From an optimization exercise on the open Yosys and OpenROAD flow, aimed at small area, a short achievable clock period and few clock cycles per item; shortcuts taken in it are not production practice. In this exercise RTL edits were held to simulation tests only and were not proved equivalent to the original. Power and IR drop assume default switching activity.

Setup of rev 12:
// dtl_hdr_codec
module dtl_hdr_codec (
    input  wire         clk,
    input  wire         rst,
    input  wire         cmd_valid,
    output wire         cmd_ready,
    input  wire         cmd_op,        
    input  wire         cmd_scr_en,    
    input  wire [11:0]  b_plen,
    input  wire [11:0]  b_seq,
    input  wire [3:0]   b_mod,
    input  wire [3:0]   b_fec,
    input  wire [7:0]   b_flen,
    input  wire [7:0]   b_cwid,
    input  wire [13:0]  b_off,
    input  wire [13:0]  b_short,
    input  wire [3:0]   b_emod,
    input  wire [3:0]   b_efec,
    input  wire [767:0] hdr_in,
    output wire         res_valid,
    output wire [95:0]  hdr_out,       
    output wire         res_ok,        
    output wire [11:0]  r_plen,
    output wire [11:0]  r_seq,
    output wire [3:0]   r_mod,
    output wire [3:0]   r_fec,
    output wire [7:0]   r_flen,
    output wire [7:0]   r_cwid,
    output wire [13:0]  r_off,
    output wire [13:0]  r_short,
    output wire [3:0]   r_emod,
    output wire [3:0]   r_efec
);
For scale: roughly 650 cells after synthesis, about 1000 I/O pins, roughly 8200 um^2 of cells after synthesis.
clock: 5.0 ns
lec_check: 0
cap_margin: 20
core_area: 10 10 222 222
die_area: 0 0 232 232
place_density: 0.7
setup_slack_margin: 2.9
slew_margin: 20
synth_hierarchical: 1
synth_minimum_keep_size: 0
tns_end_percent: 30
standard.sh (not shown) runs the stock make flow with config.mk's settings and CLKGATE_MAP_FILE= SYNTH_SCRIPT=/design/flow/synth_recipe.tcl, a recipe that flattens the netlist after the stock synthesis.
==> flow/flow/run.sh <==
#!/bin/bash
# The standard layout, with these changes to how it is made:
#  - the port buffers are made from the smallest buffer cell (buf_1);
#  - the pins of each header bit sit side by side (flow/io.tcl), and the
#    top and bottom pins may use met4 as well as met2, so that the 1040 pins
#    fit a smaller die;
#  - clock tree synthesis adds no dummy loads;
#  - the port buffers of the CRC and check outputs are buf_4 (flow/outbuf.tcl);
#  - after floorplan, every combinational cell is set to the smallest drive
#    strength of its footprint, so that the later timing repair sizes up
#    only what the timing needs.
# Each tool's output goes to a log of its own in the work folder.
set -euo pipefail
cd "$(dirname "$0")/.."
W=$PWD
R=$W/orfs/results/${FLOW_PLATFORM:-sky130hd}/dtl_hdr_codec/base
PB="BUFFER_PORTS_ARGS=-buffer_cell sky130_fd_sc_hd__buf_1"
IO="PRE_IO_PLACEMENT_TCL=$W/flow/io.tcl"
PV="IO_PLACER_V=met2 met4"
CTS="CTS_ARGS=-sink_clustering_enable -repair_clock_nets -dont_use_dummy_load"
bash standard.sh "$PB" "$IO" "$PV" floorplan > flow_make_floorplan.log 2>&1
RESULTS=$R openroad -no_init -exit flow/downsize.tcl > flow_downsize.log 2>&1
bash standard.sh "$PB" "$IO" "$PV" place > flow_make_place.log 2>&1
RESULTS=$R openroad -no_init -exit flow/outbuf.tcl > flow_outbuf.log 2>&1
bash standard.sh "$PB" "$IO" "$PV" "$CTS" finish > flow_make_finish.log 2>&1
Other scripts of this flow, unchanged in this note and not shown: flow/flow/downsize.tcl, flow/flow/io.tcl, flow/flow/outbuf.tcl
Rev 12 has completed all stages; timing, DRC and antenna checks passed.
Testbench counts of rev 12, summed over its fixed seeds: cycles 976, items 960.
Edits applied to the flow inputs when going from rev 12 to rev 13:
diff --git a/flow/flow/run.sh b/flow/flow/run.sh
--- a/flow/flow/run.sh
+++ b/flow/flow/run.sh
@@ -6,3 +6,3 @@
 #    fit a smaller die;
-#  - clock tree synthesis adds no dummy loads;
+#  - clock tree synthesis uses clkbuf_8 and adds no dummy loads;
 #  - the port buffers of the CRC and check outputs are buf_4 (flow/outbuf.tcl);
@@ -19,3 +19,3 @@
 PV="IO_PLACER_V=met2 met4"
-CTS="CTS_ARGS=-sink_clustering_enable -repair_clock_nets -dont_use_dummy_load"
+CTS="CTS_ARGS=-sink_clustering_enable -repair_clock_nets -dont_use_dummy_load -buf_list sky130_fd_sc_hd__clkbuf_8"
 bash standard.sh "$PB" "$IO" "$PV" floorplan > flow_make_floorplan.log 2>&1
--- outcome ---
Min global-route wire length before repair across rev 12 and rev 13: rev 12. Diff rev 12 -> rev 13: final standard cell count with taps included and fillers excluded barely changed; net switching component of the power dropped about 1.6%; combinational fraction of design power climbed 3.7 points; final cell utilization of the core climbed 0.74 points. A critical path launch point of b_y[53]$_DFF_P_ is what rev 12 shows, while b_y[80]$_DFF_P_ belongs to rev 13. Via count went up slightly going from rev 12 to rev 13. Looking at end of the critical path, the r_off[8] result is from rev 12; the r_efec[3] one comes from rev 13. Rev 13 vs rev 12: final area up.

* * *

run 1:
dtl_hdr_codec again, from the RTL that the note above started with.
==> flow/config.mk <==
export PLATFORM = sky130hd
export DESIGN_NAME = dtl_hdr_codec
export DESIGN_NICKNAME = dtl_hdr_codec
export VERILOG_FILES = /design/flow/design.v
export SDC_FILE = /design/flow/constraint.sdc
export NUM_CORES = 4
export LEC_CHECK = 0
export CAP_MARGIN = 20
export CORE_AREA = 10 10 290 290
export DIE_AREA = 0 0 300 300
export SETUP_SLACK_MARGIN = 2.9
export SLEW_MARGIN = 20
export SYNTH_HIERARCHICAL = 1
export SYNTH_MINIMUM_KEEP_SIZE = 0
export TNS_END_PERCENT = 30
==> flow/constraint.sdc <==
create_clock -name core_clock -period 5.0 [get_ports {clk}]
set_input_delay 1.0000 -clock core_clock [delete_from_list [all_inputs] [get_ports {clk}]]
set_output_delay 1.0000 -clock core_clock [all_outputs]
set_load 0.01 [all_outputs]
==> flow/flow/run.sh <==
#!/bin/bash
# The standard layout, with these changes to how it is made:
#  - the port buffers are made from the smallest buffer cell (buf_1);
#  - the pins of each header bit sit side by side (flow/io.tcl);
#  - clock tree synthesis adds no dummy loads;
#  - the port buffers of the CRC and check outputs are buf_4 (flow/outbuf.tcl);
#  - after floorplan, every combinational cell is set to the smallest drive
#    strength of its footprint, so that the later timing repair sizes up
#    only what the timing needs.
# Each tool's output goes to a log of its own in the work folder.
set -euo pipefail
cd "$(dirname "$0")/.."
W=$PWD
R=$W/orfs/results/${FLOW_PLATFORM:-sky130hd}/dtl_hdr_codec/base
PB="BUFFER_PORTS_ARGS=-buffer_cell sky130_fd_sc_hd__buf_1"
IO="PRE_IO_PLACEMENT_TCL=$W/flow/io.tcl"
CTS="CTS_ARGS=-sink_clustering_enable -repair_clock_nets -dont_use_dummy_load"
bash standard.sh "$PB" "$IO" floorplan > flow_make_floorplan.log 2>&1
RESULTS=$R openroad -no_init -exit flow/downsize.tcl > flow_downsize.log 2>&1
bash standard.sh "$PB" "$IO" place > flow_make_place.log 2>&1
RESULTS=$R openroad -no_init -exit flow/outbuf.tcl > flow_outbuf.log 2>&1
bash standard.sh "$PB" "$IO" "$CTS" finish > flow_make_finish.log 2>&1
Other scripts of this flow, unchanged in this note and not shown: flow/flow/downsize.tcl, flow/flow/io.tcl, flow/flow/outbuf.tcl
Testbench counts of run 1, summed over its fixed seeds: cycles 976, items 960.
### run 1 -> run 2
- putting PLACE_DENSITY at 0.7 where nothing was set
==> run summary <==
- Run 2 has largest net degree at the start of global routing above what run 1 had.
- Re number of global-route vias before repair: run 2 is about 0.45% down on run 1.
- In the tables for run 2 and run 1, overall power reads lower with run 1.
- Per the comparison of run 2 with run 1, clock input transition at the sequential cells of the worst setup and hold paths saw little to no change; minimum clock period after layout now sits higher; utilization ~0 delta; routed wire length fell by 330 µm; setup slack shrank by 0.014 ns.
--- input diff run 2..run 3 ---
- TNS_END_PERCENT now 60, was 30
## What came out
Looking at the reports, run 3 completed the entire flow and the layout it produced met the timing, DRC and antenna checks.
Combined area of the multi-input logic cells: run 3 vs run 2 identical
Compared run 3 against run 2; via count within noise.
Final area across run 3 and run 2: no real change.
Between run 2 and run 3, the switching share of total power does not differ in any meaningful way.
Between run 3 and run 2, the difference in fraction of area in clock buffers and inverters is negligible.
Number of gates resized after CTS went up by more than 10% going from run 2 to run 3.
Run 3 and run 2 ended up with nearly the same sequential share of layout area.
In the reports for run 3 and run 2, the larger setup slack belongs to run 3.
~same total power after layout in run 3 and run 2

* * *

Setup of lane 1:
dtl_hdr_codec, a different RTL version from the one above (not shown whole).
Size: ~660 cells after synthesis, about 190 flip-flops, ~1000 I/O pins, about 0.0083 mm² of cells after synthesis.
Settings: LEC_CHECK=0, CAP_MARGIN=20, CORE_AREA=10 10 290 290, DIE_AREA=0 0 300 300, PLACE_DENSITY=0.7, SETUP_SLACK_MARGIN=2.9, SLEW_MARGIN=20, SYNTH_HIERARCHICAL=1, SYNTH_MINIMUM_KEEP_SIZE=0, TNS_END_PERCENT=30; clock period 5.0 ns.
==> flow/flow/run.sh <==
#!/bin/bash
# The standard layout, with two changes to how the cells are sized:
#  - the port buffers are made from the smallest buffer cell (buf_1);
#  - the pins of each header bit sit side by side (flow/io.tcl);
#  - clock tree synthesis adds no dummy loads;
#  - the port buffers of the CRC and check outputs are buf_4 (flow/outbuf.tcl);
#  - after floorplan, every combinational cell is set to the smallest drive
#    strength of its footprint, so that the later timing repair sizes up
#    only what the timing needs.
# Each tool's output goes to a log of its own in the work folder.
set -euo pipefail
cd "$(dirname "$0")/.."
W=$PWD
R=$W/orfs/results/${FLOW_PLATFORM:-sky130hd}/dtl_hdr_codec/base
PB="BUFFER_PORTS_ARGS=-buffer_cell sky130_fd_sc_hd__buf_1"
IO="PRE_IO_PLACEMENT_TCL=$W/flow/io.tcl"
CTS="CTS_ARGS=-sink_clustering_enable -repair_clock_nets -dont_use_dummy_load"
bash standard.sh "$PB" "$IO" floorplan > flow_make_floorplan.log 2>&1
RESULTS=$R openroad -no_init -exit flow/downsize.tcl > flow_downsize.log 2>&1
bash standard.sh "$PB" "$IO" place > flow_make_place.log 2>&1
RESULTS=$R openroad -no_init -exit flow/outbuf.tcl > flow_outbuf.log 2>&1
bash standard.sh "$PB" "$IO" "$CTS" finish > flow_make_finish.log 2>&1
==> flow/flow/outbuf.tcl <==
# Give the output ports fed from the CRC / check registers a buf_4 as their
# port buffer (buffer_ports made them buf_1): those registers sit by the CRC
# network, far from their pins.
set lib $::env(FLOW_HOME)/platforms/sky130hd/lib/sky130_fd_sc_hd__tt_025C_1v80.lib
read_liberty $lib
read_db $::env(RESULTS)/3_place.odb
set db [ord::get_db]
set block [ord::get_db_block]
set m4 [$db findMaster sky130_fd_sc_hd__buf_4]
set ports {res_ok}
for {set k 88} {$k < 96} {incr k} { lappend ports "hdr_out\[$k\]" }
foreach p $ports {
  set bt [$block findBTerm $p]
  if {$bt == "NULL"} { continue }
  set net [$bt getNet]
  foreach it [$net getITerms] {
    set inst [$it getInst]
    set mn [[$inst getMaster] getName]
    if {[$it isOutputSignal] && [string match "sky130_fd_sc_hd__buf_*" $mn]} {
      puts "upsize [$inst getName] $mn -> sky130_fd_sc_hd__buf_4 (drives $p)"
      $inst swapMaster $m4
    }
  }
}
write_db $::env(RESULTS)/3_place.odb
Other scripts of this flow, unchanged in this note and not shown: flow/flow/downsize.tcl, flow/flow/io.tcl
Testbench counts of lane 1, summed over its fixed seeds: cycles 976, items 960.
--- input diff lane 1..lane 2 ---
- a deleted PLACE_DENSITY that had been 0.7
diff --git a/flow/flow/run.sh b/flow/flow/run.sh
--- a/flow/flow/run.sh
+++ b/flow/flow/run.sh
@@ -5,2 +4,0 @@
-#  - clock tree synthesis adds no dummy loads;
-#  - the port buffers of the CRC and check outputs are buf_4 (flow/outbuf.tcl);
@@ -17 +14,0 @@
-CTS="CTS_ARGS=-sink_clustering_enable -repair_clock_nets -dont_use_dummy_load"
@@ -20,3 +17 @@
-bash standard.sh "$PB" "$IO" place > flow_make_place.log 2>&1
-RESULTS=$R openroad -no_init -exit flow/outbuf.tcl > flow_outbuf.log 2>&1
-bash standard.sh "$PB" "$IO" "$CTS" finish > flow_make_finish.log 2>&1
+bash standard.sh "$PB" "$IO" finish > flow_make_finish.log 2>&1
removed: flow/flow/outbuf.tcl
Results
- In terms of share of the cycle needed by the critical path after routing, lane 2 and lane 1 differ only marginally.
- Summary of lane 2 over lane 1: synthesis-to-finish area growth higher; total global routing track utilization roughly the same; total routed wirelength higher; length of routed wiring on met1 higher.
- Fmax essentially unchanged between lane 2 and lane 1.
- Setup fix buffers added after clock tree synthesis came out higher on lane 2 than on lane 1.
- Compared lane 2 against lane 1; post-synthesis mux area share within noise.
- Critical path data arrival time (higher): lane 1
- Looking at leading power group, the combinational cells result is from lane 2; the registers one comes from lane 1.
- Compared with lane 1, in lane 2 met2 wirelength from detailed routing increased by 410 µm relative to the old numbers; areal power density over the cells rose 18 mW/mm².
- Looking at path type of the worst setup path, the reg2out result is from lane 2; the reg2reg one comes from lane 1.
Relative to lane 2, the following input files were edited for lane 3:
- PLACE_DENSITY now 0.7, previously not set
diff --git a/flow/flow/run.sh b/flow/flow/run.sh
--- a/flow/flow/run.sh
+++ b/flow/flow/run.sh
@@ -4,0 +5 @@
+#  - clock tree synthesis adds no dummy loads;
@@ -14,0 +16 @@
+CTS="CTS_ARGS=-sink_clustering_enable -repair_clock_nets -dont_use_dummy_load"
@@ -17 +19 @@
-bash standard.sh "$PB" "$IO" finish > flow_make_finish.log 2>&1
+bash standard.sh "$PB" "$IO" "$CTS" finish > flow_make_finish.log 2>&1
Results
Lane 3 finished every stage and its layout cleared the timing, DRC and antenna checks. Highest attainable clock frequency deteriorates in lane 3 relative to lane 2. Any difference in detail-routed net length per standard cell between lane 3 and lane 2 is small enough to ignore. Looking only at fraction of the cycle the final worst path needs, and setting everything else aside, the lower value of lane 2 and lane 3 goes to lane 2. Of lane 2 and lane 3, the higher total power belongs to lane 2. Lane 2 and lane 3 ended up with nearly the same transition at the pin with the smallest max-transition slack. Re cell area: lane 3 is about 2.7% down on lane 2. Delta (lane 3 minus lane 2): global-route usage did not really move; hold slack went down. Cmp lane 2 and lane 3 / path length in cells of the critical path / higher: lane 3.
Setup changes, lane 3 to lane 4
- setting CTS_CLUSTER_SIZE to 30 for the first time
- removing PLACE_DENSITY (formerly 0.7)
- setting CTS_CLUSTER_DIAMETER to 120 for the first time
diff --git a/flow/flow/run.sh b/flow/flow/run.sh
--- a/flow/flow/run.sh
+++ b/flow/flow/run.sh
@@ -5 +4,0 @@
-#  - clock tree synthesis adds no dummy loads;
@@ -16 +14,0 @@
-CTS="CTS_ARGS=-sink_clustering_enable -repair_clock_nets -dont_use_dummy_load"
@@ -19 +17 @@
-bash standard.sh "$PB" "$IO" "$CTS" finish > flow_make_finish.log 2>&1
+bash standard.sh "$PB" "$IO" finish > flow_make_finish.log 2>&1
Results
Between lane 4 and lane 3, the global router's overall resource usage does not differ in any meaningful way. Sort lane 3 and lane 4 by clock latency of the later-clocked register in the worst-skew pair asc -> top: lane 3. When lane 4 is measured against lane 3, its non-clock buffer count turns out 7 higher. Summary — maximum frequency, lane 4 relative to lane 3: higher, by about 0.4%. As far as total congestion overflow after global routing is concerned, lane 3 and lane 4 perform about the same. The higher setup slack came out of lane 4. For the ratio of cells with drive above 1 in the final layout, lane 4 came in 2.4 points higher than lane 3 did. Total wirelength of the detailed-routed design, lane 4 vs lane 3: up slightly. Lane 4 vs. lane 3: required time reported for the critical path endpoint shows a reduction of 1.38 ns, filler cell count has remained practically unchanged.
Relative to lane 4, the following input files were edited for lane 5:
- clearing CTS_CLUSTER_DIAMETER, which used to be 120
- swapping 2.9 for 3.05 in SETUP_SLACK_MARGIN
- clearing CTS_CLUSTER_SIZE, which used to be 30
--- outcome ---
- Standard cell with the maximum stage delay on the critical path = buf_1: lane 4; standard cell with the maximum stage delay on the critical path = dfxtp_4: lane 5
- Between lane 5 and lane 4, the maximum clock skew at final layout does not differ in any meaningful way.
- Lane 5 finished all stages; the layout is clean.
- Summary of lane 5 over lane 4: setup slack roughly the same; proportion of power drawn by combinational gates now sits higher.
- [compare] base=lane 4 new=lane 5: met1 layer usage reported by global route held steady; wire length grew by 770 µm; number of gates on the worst path with buffers counted climbed 8; first-pass GRT wire length now larger.
- [compare] base=lane 4 new=lane 5: multi-input combinational cell area now sits higher, final design utilization now sits higher.

## separate check: timing with driven ports
No port has a modelled driver above. Below, the same layouts with a new extraction and two added sets of constraints. Step 1: set_driving_cell puts a clkbuf_16 on clk and a buf_2 on each other input, an assumption about the parent block. Step 2 times the ports against the registers' clock, not the clock port: input delays grow and output delays shrink by t, the midpoint of the rising clock arrivals with the driver on. a / b / c = ideal / step 1 / step 2; a / b = the first two.
| run | shift t [ns] | setup slack, ns | hold slack, ns |
|---|---|---|---|
| rev 12 | 0.506 | 2.876 / 2.832 / 2.475 | 0.330 / 0.330 / 0.330 |
| rev 13 | 0.566 | 2.927 / 2.889 / 2.374 | 0.333 / 0.333 / 0.333 |
| run 1 | 0.524 | 2.906 / 2.857 / 2.427 | 0.327 / 0.327 / 0.327 |
| run 2 | 0.516 | 2.892 / 2.842 / 2.428 | 0.328 / 0.328 / 0.328 |
| run 3 | 0.516 | 2.909 / 2.899 / 2.428 | 0.328 / 0.328 / 0.328 |
| lane 1 | 0.520 | 2.813 / 2.813 / 2.417 | 0.406 / 0.406 / 0.406 |
| lane 2 | 0.535 | 2.816 / 2.763 / 2.495 | 0.414 / 0.414 / 0.414 |
| lane 3 | 0.519 | 2.807 / 2.786 / 2.421 | 0.406 / 0.406 / 0.406 |
| lane 4 | 0.535 | 2.816 / 2.763 / 2.495 | 0.414 / 0.414 / 0.414 |
| lane 5 | 0.530 | 2.814 / 2.814 / 2.599 | 0.403 / 0.403 / 0.403 |
After both steps every run listed still meets setup and hold. For rev 13, which loses most, drivers alone change the setup slack by -0.038 ns; drivers and shift together by -0.553 ns.
